This is an optimization exercise on Yosys and OpenROAD, whose aim is small area, a short achievable clock period and few clock cycles, not a production implementation. Function was checked by simulation only, so behaviour that the tests miss may differ from the original. No activity file was given, so power comes from the tool's default toggle rates.

// s345_rx
module s345_rx (
    input  wire         clk,
    input  wire         rst_n,
    input  wire [31:0]  cfg_sync_pattern,
    input  wire [5:0]   cfg_sync_width,
    input  wire [31:0]  cfg_est_num,
    input  wire [15:0]  cfg_est_den,
    input  wire [3:0]   cfg_ch_min,
    input  wire [3:0]   cfg_ch_max,
    input  wire [31:0]  cfg_chan_vendor,
    input  wire [63:0]  cfg_poly,
    input  wire [63:0]  cfg_fxor,
    input  wire [15:0]  cfg_plan_len,
    input  wire [319:0] cfg_plan,
    input  wire         in_valid,
    input  wire         in_level,
    output wire         in_ready,
    output reg          m_valid,
    output wire [1:0]   m_vendor,
    output wire [3:0]   m_channel,
    output wire         m_hdr_present,
    output wire [31:0]  m_header,
    output wire [31:0]  m_txid,
    output wire [7:0]   m_state,
    output reg  [15:0]  cnt_sync,
    output reg  [15:0]  cnt_man_err,
    output reg  [15:0]  cnt_chan_err,
    output reg  [15:0]  cnt_zero_txid,
    output reg  [15:0]  cnt_crc_err
);
Size: roughly 4000 cells after synthesis, roughly 760 I/O pins, roughly 47000 µm² of cells after synthesis.
clock: 36.0 ns
lec_check: 0
cap_margin: 20
core_margin: 2
core_utilization: 35
cts_cluster_diameter: 100
cts_cluster_size: 20
place_density: 0.6
slew_margin: 20
standard.sh (not shown) runs the stock make flow with config.mk's settings and CLKGATE_MAP_FILE= SYNTH_SCRIPT=/design/flow/synth_recipe.tcl, a recipe that flattens the netlist after the stock synthesis.
==> flow/flow/run.sh <==
#!/bin/bash
# The standard layout (the standard.sh: ORFS synthesis to finish), with
# one change: the buffers that placement puts on every input and output port
# are sky130_fd_sc_hd__buf_1 instead of the buffer ORFS picks by default
# (clkdlybuf4s50_1, a delay cell).
set -euo pipefail
bash standard.sh finish "BUFFER_PORTS_ARGS=-buffer_cell sky130_fd_sc_hd__buf_1" > standard.log 2>&1
Testbench counts at the start, summed over its fixed seeds: cycles 113,360.
Rerun with:
--- a/flow/design.v
+++ b/flow/design.v
@@ -39,29 +39,29 @@
     assign in_ready = 1'b1;
     reg  [31:0] e_num;
     reg  [15:0] e_den;
     reg  [5:0]  sw;          
     reg  [4:0]  w_m1;        
     reg  [4:0]  w_m2;        
     reg         rst_r;       
     reg  [4:0]  be;          
-    wire [4:0]  v_dl = cfg_sync_width[4:0] - 5'd3;    
+    wire [4:0]  v_dl = sw[4:0] - 5'd3;      
     wire        b14  = (v_dl >= 5'd16);
     wire [4:0]  v_lo = b14 ? v_dl - 5'd14 : v_dl;
     reg  [31:0] chv_tab;     
     reg  [31:0] pat;         
     always @(posedge clk) begin
         chv_tab <= cfg_chan_vendor;
         pat   <= cfg_sync_pattern & smask_c;
         e_num <= cfg_est_num;
         e_den <= cfg_est_den;
         sw    <= cfg_sync_width;
-        w_m1  <= cfg_sync_width[4:0] - 5'd2;
-        w_m2  <= cfg_sync_width[4:0] - 5'd3;
+        w_m1  <= sw[4:0] - 5'd2;
+        w_m2  <= sw[4:0] - 5'd3;
         rst_r <= rst_n;
         be    <= {b14, v_lo[3:0]};
     end
     wire        rst = ~rst_r;
     reg         prev;
     reg  [15:0] c;
     reg  [15:0] h1;
     reg  [15:0] hd [0:28];   
@@ -132,20 +132,16 @@
     end
     wire [31:0] n1    = mode ? {11'd0, snap} : e_num;
     wire [16:0] d2    = mode ? {11'd0, w_m2, 1'b0} : {e_den, 1'b0};
     wire        czero = (c == 16'd0);
     wire        ge1   = ~q[34];
     wire        ge2   = ~q[34] & (q[33:0] >= {1'b0, n1, 1'b0});
     wire        nz    = ~czero & ge1;           
     wire        n2    = ~czero & ge2;           
-    wire [34:0] q1_est  = {17'd0, e_den, 1'b0} - {3'd0, e_num};
-    wire [34:0] q1_lk   = {28'd0, w_m2, 1'b0} - {14'd0, S};
-    wire [34:0] q1_snap = {28'd0, w_m2, 1'b0} - {14'd0, snap};
-    wire [34:0] q1_cur  = mode ? q1_snap : q1_est;
     wire is_sync = (st == S_SYNC);
     wire fld     = (st == S_CH) | (st == S_HDR) | (st == S_TX) | (st == S_ST) | (st == S_CRC);
     wire m0      = b ? pz1 : pz0;
     wire [15:0] poly_v = cfg_poly[vend * 16 +: 16];
     wire [15:0] crc_p  = {crc[14:0], b} ^ (crc[15] ? poly_v : 16'd0);
     wire        tz     = (txid[30:0] == 31'd0) & ~b;
     wire [3:0]  idx1   = {1'b0, idx} + 4'd1;
     wire        ne_crc = (st == S_CH) ? (ne_len == 4'd0) : !(idx1 < ne_len && !idx1[3]);
@@ -255,16 +251,22 @@
                     end else if (n2) begin
                         pv_n = 1'b1;
                         pl_n = b;
                     end
                 end
             end
         end
     end
+    wire        q_rst = trans | czero;
+    wire [31:0] n1_n  = mode_n ? {11'd0, snap_n} : e_num;
+    wire [16:0] d2_n  = mode_n ? {11'd0, w_m2, 1'b0} : {e_den, 1'b0};
+    wire [34:0] q_a   = q_rst ? ~{3'd0, n1_n} : q;
+    wire [16:0] q_b   = q_rst ? d2_n : d2;
+    wire [34:0] q_sum = q_a + {18'd0, q_b} + {34'd0, q_rst};
     wire        prev_d = trans ? l_r : prev;
     wire [31:0] sync_d = sync_n;
     wire [2:0]  st_d   = st_n;
     wire [1:0]  vend_d = vend_n;
     wire [15:0] fxor_v = cfg_fxor[vend * 16 +: 16];
     wire        crc_eq = (crc == fxor_v);
     wire [2:0]  idx_d  = idx_n;
     reg  [31:0] smask;
@@ -319,23 +321,23 @@
         end else begin
             pv   <= pv_n;
             mode <= mode_n;
             if (push) begin
                 if (trans) begin
                     c <= 16'd1;
                     if (ntr != 5'd31) ntr <= ntr + 5'd1;
                     S <= S + {5'd0, h1v} - {5'd0, hwv};
-                    q <= ev_sync ? q1_lk : endf ? q1_est : q1_cur;
+                    q <= q_sum;
                 end else if (czero) begin
                     c <= 16'd1;
-                    q <= q1_cur;
+                    q <= q_sum;
                 end else if (c != 16'hFFFF) begin
                     c <= c + 16'd1;
-                    q <= q + {18'd0, d2};
+                    q <= q_sum;
                 end
             end
         end
     end
     always @(posedge clk) begin
         if (rst) begin
             m_valid       <= 1'b0;
             chk           <= 1'b0;
What happened: The changed run completed without violations. Power came out lower by a few percent. Wire length falls by roughly a tenth. Global-route usage went down by 1.7 points. Clock-buffer cell count decreases by 3. Cell area fell by a few percent. Sequential power barely changes. Die area decreases by a few percent. Setup slack gets worse by 0.24 ns. Via count goes down by roughly a tenth. Critical path depth rose by 29. Synthesized area went down by a few percent. Combinational power drops by about a fifth.
Testbench counts after the change, summed over its fixed seeds: cycles 113,360.

* * *

== job 7722 ==
Another version of the RTL of s345_rx (not shown whole).
For scale: roughly 3500 cells after synthesis, roughly 920 flip-flops, ~760 I/O pins.
export LEC_CHECK = 0
export CAP_MARGIN = 20
export CORE_MARGIN = 2
export CORE_UTILIZATION = 55
export CTS_CLUSTER_DIAMETER = 100
export CTS_CLUSTER_SIZE = 20
export PLACE_DENSITY = 0.7
export SLEW_MARGIN = 20
create_clock -name core_clock -period 36.0 [get_ports {clk}]
Scripts as last shown in full above: flow/flow/run.sh
Testbench counts of job 7722, summed over its fixed seeds: cycles 113,360.
Input changes introduced in job 1916 (baseline for comparison: job 7722):
diff --git a/flow/design.v b/flow/design.v
--- a/flow/design.v
+++ b/flow/design.v
@@ -23,38 +23,30 @@
     output wire [31:0]  m_txid,
     output wire [7:0]   m_state,
     output reg  [15:0]  cnt_sync,
     output reg  [15:0]  cnt_man_err,
     output reg  [15:0]  cnt_chan_err,
     output reg  [15:0]  cnt_zero_txid,
     output reg  [15:0]  cnt_crc_err
 );
-    reg  [31:0] smask_c;     
-    integer ic;
-    always @* begin
-        for (ic = 0; ic < 32; ic = ic + 1)
-            smask_c[ic] = (ic < cfg_sync_width);
-    end
     localparam [2:0] S_SYNC = 3'd0, S_CH = 3'd1, S_HDR = 3'd2, S_TX = 3'd3,
                      S_ST = 3'd4, S_CRC = 3'd5;
     assign in_ready = 1'b1;
     reg  [31:0] e_num;
     reg  [15:0] e_den;
     reg  [5:0]  sw;          
     reg  [4:0]  w_m1;        
     reg  [4:0]  w_m2;        
     reg         rst_r;       
     reg  [4:0]  be;          
     wire [4:0]  v_dl = sw[4:0] - 5'd3;      
     wire        b14  = (v_dl >= 5'd16);
     wire [4:0]  v_lo = b14 ? v_dl - 5'd14 : v_dl;
-    reg  [31:0] pat;         
     always @(posedge clk) begin
-        pat   <= cfg_sync_pattern & smask_c;
         e_num <= cfg_est_num;
         e_den <= cfg_est_den;
         sw    <= cfg_sync_width;
         w_m1  <= sw[4:0] - 5'd2;
         w_m2  <= sw[4:0] - 5'd3;
         rst_r <= rst_n;
         be    <= {b14, v_lo[3:0]};
     end
@@ -85,16 +77,17 @@
     reg  [31:0] txid;
     reg  [7:0]  sst;
     reg         pm1, pm2;    
     reg         pz0, pz1;    
     reg         cp_ok;       
     reg  [1:0]  vdc0, vdc1;  
     reg         e0c0, e0c1;  
     reg         ne_crc;      
+    reg  [8:0]  ne;          
     reg  [1:0]  vend_o;      
     assign m_vendor      = vend_o;
     assign m_channel     = chan;
     assign m_hdr_present = hdr;
     assign m_header      = header;
     assign m_txid        = txid;
     assign m_state       = sst;
     reg  v_r, l_r;
@@ -135,17 +128,16 @@
     wire        n2    = ~czero & ge2;           
     wire is_sync = (st == S_SYNC);
     wire fld     = (st == S_CH) | (st == S_HDR) | (st == S_TX) | (st == S_ST) | (st == S_CRC);
     wire m0      = b ? pz1 : pz0;
     wire [15:0] poly_v = cfg_poly[vend * 16 +: 16];
     wire [15:0] crc_p  = {crc[14:0], b} ^ (crc[15] ? poly_v : 16'd0);
     wire        tz     = (txid[30:0] == 31'd0) & ~b;
     wire [3:0]  idx1   = {1'b0, idx} + 4'd1;
-    wire [9:0]  ne     = cfg_plan[{vend, idx1[2:0]} * 10 +: 10];
     wire [1:0]  vd_ch  = b ? vdc1 : vdc0;
     wire [9:0]  e0     = cfg_plan[vd_ch * 80 +: 10];
     wire        e0_crc = b ? e0c1 : e0c0;
     reg         ev_sync, ev_chan, ev_zero, ev_chk;
     reg  [2:0]  lo_n;
     reg  [1:0]  ev_man;
     reg  [2:0]  st_n;
     reg  [2:0]  idx_n;
@@ -275,16 +267,17 @@
     wire        crc_eq = (crc == fxor_v);
     wire [2:0]  idx_d  = idx_n;
     reg  [31:0] smask;
     integer i;
     always @* begin
         for (i = 0; i < 32; i = i + 1)
             smask[i] = (i < sw);
     end
+    wire [31:0] pat   = cfg_sync_pattern & smask;
     wire        pm1_d = (({sync_d[30:0], prev_d} & smask) == pat);
     wire        pm2_d = (({sync_d[29:0], prev_d, prev_d} & smask) == pat);
     wire        pz0_d = (pat == 32'd0);
     wire        pz1_d = (pat == 32'd1);
     wire [3:0]  chv_d  = {lo_n, prev_d};
     wire        cpok_d = (chv_d >= cfg_ch_min) && (chv_d <= cfg_ch_max);
     wire [3:0]  idx1_d = {1'b0, idx_d} + 4'd1;
     wire [1:0]  vdc0_d = cfg_chan_vendor[{lo_n, 1'b0} * 2 +: 2];
@@ -295,16 +288,17 @@
         pz0    <= pz0_d;
         pz1    <= pz1_d;
         cp_ok  <= cpok_d;
         vdc0   <= vdc0_d;
         vdc1   <= vdc1_d;
         e0c0   <= (cfg_plan_len[vdc0_d * 4 +: 4] == 4'd0);
         e0c1   <= (cfg_plan_len[vdc1_d * 4 +: 4] == 4'd0);
         ne_crc <= !(idx1_d < cfg_plan_len[vend_d * 4 +: 4] && !idx1_d[3]);
+        ne     <= cfg_plan[{vend_d, idx1_d[2:0]} * 10 +: 9];
     end
     always @(posedge clk) begin
         prev <= rst ? 1'b0   : prev_d;
         sync <= rst ? 32'd0  : sync_d;
         st   <= rst ? S_SYNC : st_d;
         crc  <= crc_n;
         lo   <= lo_n;
         vend <= vend_d;
Findings:
Job 1916 | status: complete | timing, DRC, antenna: pass
No stage failed in job 7722, and the final checks on the layout all came back clean.
Final cell area excluding filler cells shrinks slightly when moving from job 7722 to job 1916.
Re number of detailed-routing iterations run before antenna repair: job 7722 and job 1916 aren't equal, and the higher value belongs to job 7722.
Job 1916 has instance area after placement below what job 7722 had.
For the total chip power, job 1916 came in 2.9% lower than job 7722 did.
Job 1916 vs. job 7722: shortest clock period the worst path allows after layout went up by 1.36 ns.
Total routed wire length on the met1 layer: job 7722 and job 1916 compared, lower one is job 7722
Testbench counts of job 1916, summed over its fixed seeds: cycles 113,360.

[re-timing with driven ports]
Ports are ideal in the flow. The routed layouts listed here were re-timed in OpenROAD. Step 1 (the two cells are an assumption about what drives the block):
set clk [get_ports {clk}]
set_driving_cell -lib_cell sky130_fd_sc_hd__clkbuf_16 $clk
set_driving_cell -lib_cell sky130_fd_sc_hd__buf_2 [delete_from_list [all_inputs] $clk]
Step 2 times the ports against the registers' clock, not the clock port: input delays grow and output delays shrink by t, the midpoint of the rising clock arrivals with the driver on. a / b / c = no drivers / after step 1 / after step 2; a / b = the first two.
| run | t, ns | setup WS [ns] | worst setup path after step 2 |
|---|---|---|---|
| the first run of note 1 | 0.746 | 27.320 / 27.243 / 26.731 | input to register |
| the second run of note 1 | 0.767 | 27.078 / 27.031 / 26.635 | input to register |
| job 7722 | 0.708 | 27.092 / 27.140 / 26.432 | input to register |
| job 1916 | 0.703 | 25.737 / 25.733 / 25.031 | input to register |
After both steps setup and hold are still met in every run listed. The setup slack of job 1916, which loses most, moves by -0.004 ns with the drivers and by -0.706 ns with both steps.
